From an optimization exercise on the open Yosys and OpenROAD flow, aimed at small area; shortcuts taken in it are not production practice. In this exercise RTL edits were held to simulation tests only and were not proved equivalent to the original. The flow treats the clock pin as an ideal source. Dropping or thinning the clock tree relies on that and would not hold on a real chip.

==> 07-17 <==
==> flow/design.v <==
module cie_cpu (
    input  wire        clk,
    input  wire        rst,           
    output wire        mem_req,
    output wire        mem_we,
    output wire [15:0] mem_addr,
    output wire [15:0] mem_wdata,
    input  wire        mem_ready,
    input  wire [15:0] mem_rdata,
    output wire        in_ready,
    input  wire        in_valid,
    input  wire [15:0] in_data,
    output wire        out_valid,
    output wire [15:0] out_data,
    output wire        halted,
    output wire        err,
    output wire [15:0] err_word,
    output wire [15:0] acc,
    output wire [15:0] ix,
    output wire [15:0] pc,
    output wire        flag_e,
    output wire        alu_z,
    output wire        alu_n,
    output wire        alu_c,
    output wire        alu_v
);
    localparam [3:0] S_LOADI = 4'd0,    
                     S_LOADM = 4'd1,    
                     S_RD1   = 4'd2,    
                     S_RD2   = 4'd3,    
                     S_WR    = 4'd4,    
                     S_IN    = 4'd5,    
                     S_OUT   = 4'd6,    
                     S_HALT  = 4'd7,
                     S_CLR   = 4'd8,    
                     S_COPYI = 4'd9,    
                     S_COPYO = 4'd10,   
                     S_MASK  = 4'd11,   
                     S_ADDX  = 4'd12,   
                     S_EXEC  = 4'd13,   
                     S_SHA   = 4'd14,   
                     S_SHB   = 4'd15;   
    reg [3:0]  st;
    reg [3:0]  t;
    reg [15:0] r_acc, r_ix, r_pc, r_mar;
    reg [4:0]  op;           
    reg        cy;
    reg        r_e, r_z, r_n, r_c, r_v;
    wire pass = st[3];
    wire t0   = (t == 4'd0);
    wire t15  = (t == 4'd15);
    wire o_ld    = (op == 5'h01) | (op == 5'h02) | (op == 5'h03) | (op == 5'h04);
    wire o_ldr   = (op == 5'h05);
    wire o_mov   = (op == 5'h06);
    wire o_sto   = (op == 5'h07);
    wire o_add   = (op[4:1] == 4'h4);                  
    wire o_sub   = (op[4:1] == 4'h5);                  
    wire o_incdec= (op[4:2] == 3'b011);                
    wire o_onix  = o_incdec & op[0];                   
    wire o_dec   = o_incdec & op[1];                   
    wire o_jmp   = (op == 5'h10);
    wire o_cmp   = (op == 5'h11) | (op == 5'h12) | (op == 5'h13);
    wire o_jpe   = (op == 5'h14);
    wire o_jpn   = (op == 5'h15);
    wire o_and   = (op[4:1] == 4'hB);                  
    wire o_or    = (op[4:1] == 4'hC);                  
    wire o_xor   = (op[4:1] == 4'hD);                  
    wire o_lsl   = (op == 5'h1C);
    wire o_shift = (op[4:1] == 4'hE);                  
    wire o_in    = (op == 5'h1E);
    wire o_out   = (op == 5'h1F);
    wire o_end   = (op == 5'h00);
    wire o_ldx   = (op == 5'h04);
    wire o_ind   = (op == 5'h03) | (op == 5'h13);
    wire o_rd    = (op == 5'h02) | o_ind |
                   ((o_add | o_sub | o_and | o_or | o_xor) & op[0]) | (op == 5'h12);
    wire o_subl  = o_sub | o_cmp;                      
    wire o_alu   = o_add | o_subl | o_and | o_or | o_xor;
    reg [3:0] st_disp;
    always @(*) begin
        if (o_sto)        st_disp = S_WR;
        else if (o_in)    st_disp = S_IN;
        else if (o_out)   st_disp = S_OUT;
        else if (o_ldx)   st_disp = S_ADDX;
        else if (o_rd)    st_disp = S_RD1;
        else if (o_shift) st_disp = S_SHA;
        else              st_disp = S_EXEC;
    end
    wire       w_lng  = mem_rdata[15];
    wire [6:0] w_base = mem_rdata[14:8];
    wire w_known = (w_base != 7'd0) && (w_base <= 7'h20);
    wire w_haslong = (w_base != 7'h06) && (w_base[6:2] != 5'b00011) && (w_base < 7'h1E);
    wire w_valid = w_known && (!w_lng || w_haslong);
    wire w_end   = (mem_rdata[15:8] == 8'h20);
    wire a0 = r_acc[0];
    wire x0 = r_ix[0];
    wire p0 = r_pc[0];
    wire m0 = r_mar[0];
    wire st_copy = (st == S_COPYI) | (st == S_COPYO);
    wire ex      = (st == S_EXEC);
    wire flagpass = ex & o_shift;                      
    wire add_x   = o_ldx | o_onix;
    wire add_a   = st_copy ? p0 : add_x ? x0 : a0;
    wire b_zero  = st_copy | o_incdec;
    wire b_inv   = !st_copy & (o_subl | o_dec);
    wire cin0    = st_copy | o_subl | (o_incdec & !o_dec);
    wire add_b   = (m0 & !b_zero) ^ b_inv;
    wire add_ci  = t0 ? cin0 : cy;
    wire sum     = add_a ^ add_b ^ add_ci;
    wire cout    = (add_a & add_b) | (add_a & add_ci) | (add_b & add_ci);
    reg [3:0] tt;
    always @(*) begin
        if (o_ld | o_in)  tt = 4'b1010;                
        else if (o_and)   tt = 4'b1000;
        else if (o_or)    tt = 4'b1110;
        else if (o_xor)   tt = 4'b0110;
        else              tt = 4'b1100;                
    end
    wire lg  = tt[{a0, m0}];
    wire res = (o_add | o_subl) ? sum : lg;
    wire [4:0] tn   = {1'b0, t} + {1'b0, r_mar[3:0]};
    wire       big  = |r_mar[15:4];
    wire       scond = tn[4] | big;
    wire clr   = (st == S_CLR);
    wire sha   = (st == S_SHA);
    wire shb   = (st == S_SHB);
    wire take  = o_jmp | (o_jpe & r_e) | (o_jpn & !r_e);
    wire acc_sh = pass & !(sha & !o_lsl & !scond) & !(shb & scond);
    wire acc_in = clr ? 1'b0 :
                  sha ? (a0 & !scond & o_lsl) :
                  ex ? ((o_add | o_sub | (o_incdec & !o_onix)) ? sum : lg) : a0;
    wire ix_sh  = pass;
    wire ix_in  = clr ? 1'b0 :
                  (ex & o_ldr) ? m0 :
                  (ex & o_mov) ? a0 :
                  (ex & o_onix) ? sum : x0;
    wire pc_sh  = pass;
    wire pc_in  = clr ? 1'b0 :
                  st_copy ? sum :
                  (ex & take) ? m0 : p0;
    wire mar_sh = pass & !sha & !shb;
    wire mar_in = st_copy ? p0 :
                  (st == S_ADDX) ? sum : (m0 & !t[3]);    
    wire mar_ld = ((st == S_LOADI) | (st == S_LOADM) | (st == S_RD1) | (st == S_RD2)) & mem_ready;
    wire in_ld  = (st == S_IN) & in_valid;
    always @(posedge clk) begin
        if (acc_sh)      r_acc <= {acc_in, r_acc[15:1]};
        if (ix_sh)       r_ix  <= {ix_in, r_ix[15:1]};
        if (pc_sh)       r_pc  <= {pc_in, r_pc[15:1]};
        if (mar_ld | in_ld | mar_sh)
            r_mar <= ({16{mar_ld}} & mem_rdata) | ({16{in_ld}} & in_data) |
                     ({16{!mar_ld & !in_ld}} & {mar_in, r_mar[15:1]});
        cy <= cout;
    end
    wire setflags = ex & (o_alu | o_shift);
    wire z_new = (t0 | r_z) & !res;
    always @(posedge clk) begin
        if (st == S_CLR) begin
            r_e <= 1'b0; r_z <= 1'b0; r_n <= 1'b0; r_c <= 1'b0; r_v <= 1'b0;
        end else if (setflags) begin
            r_z <= z_new;
            r_n <= res;
            r_c <= (o_add | o_subl) & (cout ^ o_subl);
            r_v <= (o_add | o_subl) & (cout ^ add_ci);
            if (o_cmp) r_e <= z_new;
        end
    end
    always @(posedge clk)
        if ((st == S_LOADI) && mem_ready) op <= w_base[4:0];
    always @(posedge clk) begin
        if (rst) begin
            st <= S_CLR;
            t  <= 4'd0;
        end else begin
            if (pass) t <= t + 4'd1;
            case (st)
                S_LOADI: if (mem_ready) st <= (!w_valid || w_end) ? S_HALT : w_lng ? S_COPYO : S_MASK;
                S_LOADM: if (mem_ready) st <= st_disp;
                S_RD1:   if (mem_ready) st <= o_ind ? S_RD2 : S_EXEC;
                S_RD2:   if (mem_ready) st <= S_EXEC;
                S_WR:    if (mem_ready) st <= S_COPYI;
                S_IN:    if (in_valid)  st <= S_EXEC;
                S_OUT:   st <= S_COPYI;
                S_HALT:  ;
                default: if (t15) begin
                    case (st)
                        S_CLR:   st <= S_COPYI;
                        S_COPYI: st <= S_LOADI;
                        S_COPYO: st <= S_LOADM;
                        S_MASK:  st <= st_disp;
                        S_ADDX:  st <= S_RD1;
                        S_SHA:   st <= o_lsl ? S_SHB : S_EXEC;
                        S_SHB:   st <= S_EXEC;
                        default: st <= S_COPYI;           
                    endcase
                end
            endcase
        end
    end
    assign mem_req   = (st == S_LOADI) | (st == S_LOADM) | (st == S_RD1) | (st == S_RD2) | (st == S_WR);
    assign mem_we    = (st == S_WR) & !rst;     
    assign mem_addr  = r_mar;
    assign mem_wdata = r_acc;
    assign in_ready  = (st == S_IN);
    assign out_valid = (st == S_OUT);
    assign out_data  = r_acc;
    assign halted   = (st == S_HALT);
    assign err      = halted & (r_mar[15:8] != 8'h20);    
    assign err_word = r_mar;
    assign acc      = r_acc;
    assign ix       = r_ix;
    assign pc       = r_pc;
    assign flag_e   = r_e;
    assign alu_z    = r_z;
    assign alu_n    = r_n;
    assign alu_c    = r_c;
    assign alu_v    = r_v;
endmodule
==> flow/flow/run.sh <==
#!/bin/bash
# The standard layout (standard.sh, the standard flow's own make of ORFS), with three changes:
#  - synthesis is synth_recipe.tcl unchanged except that its final ABC mapping
#    runs flow/area.abc, an area-oriented script, in place of ORFS's abc_speed
#    script (the registers come from dfflibmap before ABC and do not change);
#  - the ports are buffered by the smallest buffer cell (every input and output
#    port still gets its own buffer);
#  - the clock is buffered by flow/clk.tcl (three clkbuf_16 next to the three
#    groups of flip-flops they drive) in place of TritonCTS's H-tree.
# Each tool's output goes to flow.log (make and the tools it runs) and to ORFS's
# own logs under orfs/logs/.
set -euo pipefail
W="$PWD"
cat > "$W/synth_area.tcl" <<EOT
proc abc {args} {
  set i [lsearch -exact \$args -script]
  if {\$i >= 0} { lset args [expr {\$i + 1}] $W/flow/area.abc }
  yosys abc {*}\$args
}
source $W/synth_recipe.tcl
EOT
export PRE_CTS_TCL="$W/flow/clk.tcl"
bash standard.sh "SYNTH_SCRIPT=$W/synth_area.tcl" \
  "BUFFER_PORTS_ARGS=-buffer_cell sky130_fd_sc_hd__buf_1" \
  "PRE_CTS_TCL=$W/flow/clk.tcl" finish > flow.log 2>&1
==> flow/flow/area.abc <==
strash
&get -n
&deepsyn -T 30
&put
dch -f
amap
&get -n
&st
&deepsyn -T 30
&put
dch -f
amap
&get -n
&st
&deepsyn -T 30
&put
dch -f
amap
topo
==> flow/flow/clk.tcl <==
# Clock buffering in place of TritonCTS, sourced as the CTS step's PRE_CTS_TCL hook.
# The flip-flops are split into 3 groups by position (k-means); each group
# gets one clkbuf_16 buffer at its centre, driven by the clock port. Every
# flip-flop sees the same single buffer stage, so no register's clock is delayed
# relative to the others by more than its group's wire.
proc my_manual_clock {cell nb} {
  set block [ord::get_db_block]
  set master [[ord::get_db] findMaster $cell]
  set clknet [$block findNet clk]
  set pts {}
  foreach it [$clknet getITerms] {
    set inst [$it getInst]
    set bb [$inst getBBox]
    set x [expr {([$bb xMin] + [$bb xMax]) / 2.0}]
    set y [expr {([$bb yMin] + [$bb yMax]) / 2.0}]
    lappend pts [list $x $y $it]
  }
  set n [llength $pts]
  # initial centres: spread along the sorted x order
  set sorted [lsort -real -index 0 $pts]
  set cs {}
  for {set k 0} {$k < $nb} {incr k} {
    set p [lindex $sorted [expr {int(($k + 0.5) * $n / $nb)}]]
    lappend cs [list [lindex $p 0] [lindex $p 1]]
  }
  for {set iter 0} {$iter < 50} {incr iter} {
    set asg {}
    foreach p $pts {
      set best 0; set bd 1e30
      for {set k 0} {$k < $nb} {incr k} {
        set c [lindex $cs $k]
        set d [expr {abs([lindex $p 0] - [lindex $c 0]) + abs([lindex $p 1] - [lindex $c 1])}]
        if {$d < $bd} { set bd $d; set best $k }
      }
      lappend asg $best
    }
    set ncs {}
    for {set k 0} {$k < $nb} {incr k} {
      set sx 0; set sy 0; set m 0
      foreach p $pts a $asg {
        if {$a == $k} { set sx [expr {$sx + [lindex $p 0]}]; set sy [expr {$sy + [lindex $p 1]}]; incr m }
      }
      if {$m > 0} { lappend ncs [list [expr {$sx / $m}] [expr {$sy / $m}]] } else { lappend ncs [lindex $cs $k] }
    }
    set cs $ncs
  }
  for {set k 0} {$k < $nb} {incr k} {
    set c [lindex $cs $k]
    set buf [odb::dbInst_create $block $master "clkbuf_bench_$k"]
    $buf setLocation [expr {int([lindex $c 0])}] [expr {int([lindex $c 1])}]
    $buf setPlacementStatus PLACED
    set net [odb::dbNet_create $block "clknet_bench_$k"]
    $net setSigType CLOCK
    foreach p $pts a $asg {
      if {$a == $k} { set it [lindex $p 2]; $it disconnect; $it connect $net }
    }
    [$buf findITerm A] connect $clknet
    [$buf findITerm X] connect $net
  }
  puts "my_manual_clock: $n sinks, $nb x $cell"
}

rename clock_tree_synthesis my_orig_clock_tree_synthesis
proc clock_tree_synthesis {args} {
  my_manual_clock sky130_fd_sc_hd__clkbuf_16 3
  set_propagated_clock [all_clocks]
}
==> flow/standard.sh <==
#!/bin/bash
# synth_recipe.tcl (not shown) runs the flow's synth.tcl, then flattens the netlist and writes it again
# the make line also repeats each setting of config.mk as NAME=value (left out here)
make -C /OpenROAD-flow-scripts/flow DESIGN_CONFIG=/design/flow/config.mk WORK_HOME=/design/flow/orfs CLKGATE_MAP_FILE= SYNTH_SCRIPT=/design/flow/synth_recipe.tcl "${@:-finish}"
==> flow/config.mk <==
export PLATFORM = sky130hd
export DESIGN_NAME = cie_cpu
export DESIGN_NICKNAME = cie_cpu
export VERILOG_FILES = /design/flow/design.v
export SDC_FILE = /design/flow/constraint.sdc
export NUM_CORES = 4
export LEC_CHECK = 0
export CAP_MARGIN = 20
export CORE_MARGIN = 2
export CORE_UTILIZATION = 45
export SLEW_MARGIN = 20
==> flow/constraint.sdc <==
create_clock -name core_clock -period 10.0 [get_ports {clk}]
set_input_delay 2.0000 -clock core_clock [delete_from_list [all_inputs] [get_ports {clk}]]
set_output_delay 2.0000 -clock core_clock [all_outputs]
set_load 0.01 [all_outputs]
==> 06-24: changes against 07-17 <==
--- a/flow/design.v
+++ b/flow/design.v
@@ -100,23 +100,21 @@
     wire ex      = (st == S_EXEC);
     wire flagpass = ex & o_shift;                      
-    wire add_x   = o_ldx | o_onix;
+    wire add_x   = (st == S_ADDX) | (ex & o_onix);
     wire add_a   = st_copy ? p0 : add_x ? x0 : a0;
     wire b_zero  = st_copy | o_incdec;
-    wire b_inv   = !st_copy & (o_subl | o_dec);
-    wire cin0    = st_copy | o_subl | (o_incdec & !o_dec);
+    wire b_inv   = ex & (o_subl | o_dec);
+    wire cin0    = st_copy | (ex & ((o_subl) | (o_incdec & !o_dec)));
     wire add_b   = (m0 & !b_zero) ^ b_inv;
     wire add_ci  = t0 ? cin0 : cy;
     wire sum     = add_a ^ add_b ^ add_ci;
     wire cout    = (add_a & add_b) | (add_a & add_ci) | (add_b & add_ci);
-    reg [3:0] tt;
+    reg res;
     always @(*) begin
-        if (o_ld | o_in)  tt = 4'b1010;                
-        else if (o_and)   tt = 4'b1000;
-        else if (o_or)    tt = 4'b1110;
-        else if (o_xor)   tt = 4'b0110;
-        else              tt = 4'b1100;                
-    end
-    wire lg  = tt[{a0, m0}];
-    wire res = (o_add | o_subl) ? sum : lg;
+        if (o_and)        res = a0 & m0;
+        else if (o_or)    res = a0 | m0;
+        else if (o_xor)   res = a0 ^ m0;
+        else if (o_shift) res = a0;
+        else              res = sum;
+    end
     wire [4:0] tn   = {1'b0, t} + {1'b0, r_mar[3:0]};
     wire       big  = |r_mar[15:4];
@@ -129,5 +127,7 @@
     wire acc_in = clr ? 1'b0 :
                   sha ? (a0 & !scond & o_lsl) :
-                  ex ? ((o_add | o_sub | (o_incdec & !o_onix)) ? sum : lg) : a0;
+                  (ex & (o_ld | o_in)) ? m0 :
+                  (ex & o_incdec & !o_onix) ? sum :
+                  (ex & (o_alu | o_shift) & !o_cmp) ? res : a0;
     wire ix_sh  = pass;
     wire ix_in  = clr ? 1'b0 :
@@ -141,5 +141,6 @@
     wire mar_sh = pass & !sha & !shb;
     wire mar_in = st_copy ? p0 :
-                  (st == S_ADDX) ? sum : (m0 & !t[3]);    
+                  (st == S_MASK) ? (m0 & !t[3]) :
+                  (st == S_ADDX) ? sum : m0;
     wire mar_ld = ((st == S_LOADI) | (st == S_LOADM) | (st == S_RD1) | (st == S_RD2)) & mem_ready;
     wire in_ld  = (st == S_IN) & in_valid;
@@ -160,8 +161,10 @@
         end else if (setflags) begin
             r_z <= z_new;
-            r_n <= res;
-            r_c <= (o_add | o_subl) & (cout ^ o_subl);
-            r_v <= (o_add | o_subl) & (cout ^ add_ci);
-            if (o_cmp) r_e <= z_new;
+            if (t15) begin
+                r_n <= res;
+                r_c <= (o_add | o_subl) & (cout ^ o_subl);
+                r_v <= (o_add | o_subl) & (cout ^ add_ci);
+                if (o_cmp) r_e <= z_new;
+            end
         end
     end
--- a/flow/flow/run.sh
+++ b/flow/flow/run.sh
@@ -6,5 +6,5 @@
 #  - the ports are buffered by the smallest buffer cell (every input and output
 #    port still gets its own buffer);
-#  - the clock is buffered by flow/clk.tcl (three clkbuf_16 next to the three
+#  - the clock is buffered by flow/clk.tcl (four clkbuf_16 next to the four
 #    groups of flip-flops they drive) in place of TritonCTS's H-tree.
 # Each tool's output goes to flow.log (make and the tools it runs) and to ORFS's
==> flow/flow/area.abc (replaced) <==
strash
&get -n
&deepsyn -T 20
&put
dch -f
amap
topo
--- a/flow/flow/clk.tcl
+++ b/flow/flow/clk.tcl
@@ -1,4 +1,4 @@
 # Clock buffering in place of TritonCTS, sourced as the CTS step's PRE_CTS_TCL hook.
-# The flip-flops are split into 3 groups by position (k-means); each group
+# The flip-flops are split into 4 groups by position (k-means); each group
 # gets one clkbuf_16 buffer at its centre, driven by the clock port. Every
 # flip-flop sees the same single buffer stage, so no register's clock is delayed
@@ -63,5 +63,5 @@
 rename clock_tree_synthesis my_orig_clock_tree_synthesis
 proc clock_tree_synthesis {args} {
-  my_manual_clock sky130_fd_sc_hd__clkbuf_16 3
+  my_manual_clock sky130_fd_sc_hd__clkbuf_16 4
   set_propagated_clock [all_clocks]
 }
--- a/flow/config.mk
+++ b/flow/config.mk
@@ -8,4 +8,4 @@
 export CAP_MARGIN = 20
 export CORE_MARGIN = 2
-export CORE_UTILIZATION = 45
+export CORE_UTILIZATION = 60
 export SLEW_MARGIN = 20
==> 12-22: changes against 07-17 <==
--- a/flow/design.v
+++ b/flow/design.v
@@ -100,23 +100,21 @@
     wire ex      = (st == S_EXEC);
     wire flagpass = ex & o_shift;                      
-    wire add_x   = o_ldx | o_onix;
+    wire add_x   = (st == S_ADDX) | (ex & o_onix);
     wire add_a   = st_copy ? p0 : add_x ? x0 : a0;
     wire b_zero  = st_copy | o_incdec;
-    wire b_inv   = !st_copy & (o_subl | o_dec);
-    wire cin0    = st_copy | o_subl | (o_incdec & !o_dec);
+    wire b_inv   = ex & (o_subl | o_dec);
+    wire cin0    = st_copy | (ex & ((o_subl) | (o_incdec & !o_dec)));
     wire add_b   = (m0 & !b_zero) ^ b_inv;
     wire add_ci  = t0 ? cin0 : cy;
     wire sum     = add_a ^ add_b ^ add_ci;
     wire cout    = (add_a & add_b) | (add_a & add_ci) | (add_b & add_ci);
-    reg [3:0] tt;
+    reg res;
     always @(*) begin
-        if (o_ld | o_in)  tt = 4'b1010;                
-        else if (o_and)   tt = 4'b1000;
-        else if (o_or)    tt = 4'b1110;
-        else if (o_xor)   tt = 4'b0110;
-        else              tt = 4'b1100;                
-    end
-    wire lg  = tt[{a0, m0}];
-    wire res = (o_add | o_subl) ? sum : lg;
+        if (o_and)        res = a0 & m0;
+        else if (o_or)    res = a0 | m0;
+        else if (o_xor)   res = a0 ^ m0;
+        else if (o_shift) res = a0;
+        else              res = sum;
+    end
     wire [4:0] tn   = {1'b0, t} + {1'b0, r_mar[3:0]};
     wire       big  = |r_mar[15:4];
@@ -129,5 +127,7 @@
     wire acc_in = clr ? 1'b0 :
                   sha ? (a0 & !scond & o_lsl) :
-                  ex ? ((o_add | o_sub | (o_incdec & !o_onix)) ? sum : lg) : a0;
+                  (ex & (o_ld | o_in)) ? m0 :
+                  (ex & o_incdec & !o_onix) ? sum :
+                  (ex & (o_alu | o_shift) & !o_cmp) ? res : a0;
     wire ix_sh  = pass;
     wire ix_in  = clr ? 1'b0 :
@@ -141,5 +141,6 @@
     wire mar_sh = pass & !sha & !shb;
     wire mar_in = st_copy ? p0 :
-                  (st == S_ADDX) ? sum : (m0 & !t[3]);    
+                  (st == S_MASK) ? (m0 & !t[3]) :
+                  (st == S_ADDX) ? sum : m0;
     wire mar_ld = ((st == S_LOADI) | (st == S_LOADM) | (st == S_RD1) | (st == S_RD2)) & mem_ready;
     wire in_ld  = (st == S_IN) & in_valid;
--- a/flow/config.mk
+++ b/flow/config.mk
@@ -8,4 +8,4 @@
 export CAP_MARGIN = 20
 export CORE_MARGIN = 2
-export CORE_UTILIZATION = 45
+export CORE_UTILIZATION = 60
 export SLEW_MARGIN = 20
==> 09-10: changes against 07-17 <==
--- a/flow/design.v
+++ b/flow/design.v
@@ -100,9 +100,9 @@
     wire ex      = (st == S_EXEC);
     wire flagpass = ex & o_shift;                      
-    wire add_x   = o_ldx | o_onix;
+    wire add_x   = (st == S_ADDX) | (ex & o_onix);
     wire add_a   = st_copy ? p0 : add_x ? x0 : a0;
     wire b_zero  = st_copy | o_incdec;
-    wire b_inv   = !st_copy & (o_subl | o_dec);
-    wire cin0    = st_copy | o_subl | (o_incdec & !o_dec);
+    wire b_inv   = ex & (o_subl | o_dec);
+    wire cin0    = st_copy | (ex & ((o_subl) | (o_incdec & !o_dec)));
     wire add_b   = (m0 & !b_zero) ^ b_inv;
     wire add_ci  = t0 ? cin0 : cy;
@@ -141,5 +141,6 @@
     wire mar_sh = pass & !sha & !shb;
     wire mar_in = st_copy ? p0 :
-                  (st == S_ADDX) ? sum : (m0 & !t[3]);    
+                  (st == S_MASK) ? (m0 & !t[3]) :
+                  (st == S_ADDX) ? sum : m0;
     wire mar_ld = ((st == S_LOADI) | (st == S_LOADM) | (st == S_RD1) | (st == S_RD2)) & mem_ready;
     wire in_ld  = (st == S_IN) & in_valid;
--- a/flow/config.mk
+++ b/flow/config.mk
@@ -8,4 +8,4 @@
 export CAP_MARGIN = 20
 export CORE_MARGIN = 2
-export CORE_UTILIZATION = 45
+export CORE_UTILIZATION = 60
 export SLEW_MARGIN = 20
==> qor summary <==
metric	07-17	06-24	12-22	09-10
Crit path depth	3	3	17	3
Multi-input combinational cell area	1080 µm²	1150 µm²	1110 µm²	1070 µm²
Cell with the largest stage delay on the worst path	sky130_fd_sc_hd__buf_1	sky130_fd_sc_hd__buf_1	sky130_fd_sc_hd__dfxtp_2	sky130_fd_sc_hd__nor3_1
Required time of the critical path	8.00 ns	8.00 ns	9.99 ns	8.00 ns
Final clock period utilization by the worst path	45.2%	45.1%	53.1%	44.9%
Launch point of the critical path	rst	rst	st[3]$_SDFFE_PP1P_	rst
Final critical-path required period	4.52 ns	4.51 ns	5.31 ns	4.49 ns
Global-route met1 utilization	25.1%	33.8%	34.2%	33.7%
Cell Rows	34	30	29	29
Critical path buffers and inverters	2	2	3	2
Vias per cell	5.45	5.78	5.85	5.76
Clock latency reported for the late side of the worst-skew pair	0.18 ns	0.15 ns	0.17 ns	0.17 ns
Final HPWL from detailed placement	6950 µm	6770 µm	6470 µm	6650 µm
Sequential cell area	2350 µm²	2350 µm²	2350 µm²	2350 µm²
Area grow syn2layout	11.1%	10.4%	9.60%	9.51%
Number of vias in the routed layout	3194	3291	3259	3187
Total cell area at the placement stage	4390 µm²	4420 µm²	4370 µm²	4320 µm²
GRT Resource Usage Total	17.4%	23.3%	21.7%	22.1%
Run status	finished clean	finished clean	finished clean	finished clean
No run of this note takes its clock network from TritonCTS; it comes from the design's own scripts or RTL.

[port drivers added, routing unchanged]
In the flow no input, the clock included, has a driving cell. The finished layouts below were timed again as built, in two steps.
Step 1 sets driving cells, clkbuf_16 on the clock port and buf_2 on the other inputs (assumed; they add their load-dependent delay and slew).
Step 2 adds t to the input delays and takes it off the output delays; t is the mean of the earliest and latest rising clock arrival at the registers after step 1. Input paths then give back, and output paths get back, about the clock's delay inside the block.
a / b / c = ideal ports / drivers / drivers and shift; a / b = the first two.
run | shift t [ns] | setup WS [ns] | worst hold slack (ns) | worst setup path after step 2 | cell pins on the clock port's net
07-17 | 0.232 | 5.478 / 5.458 / 5.458 | 0.459 / 0.459 / 0.459 | input to output | 3
06-24 | 0.223 | 5.495 / 5.474 / 5.474 | 0.451 / 0.451 / 0.451 | input to output | 4
12-22 | 0.223 | 4.693 / 4.693 / 4.693 | 0.456 / 0.456 / 0.456 | register to register | 3
09-10 | 0.226 | 5.515 / 5.494 / 5.393 | 0.449 / 0.449 / 0.449 | input to register | 3
After both steps setup and hold are still met in every run listed. The setup slack of 09-10, which loses most, moves by -0.021 ns with the drivers and by -0.122 ns with both steps.
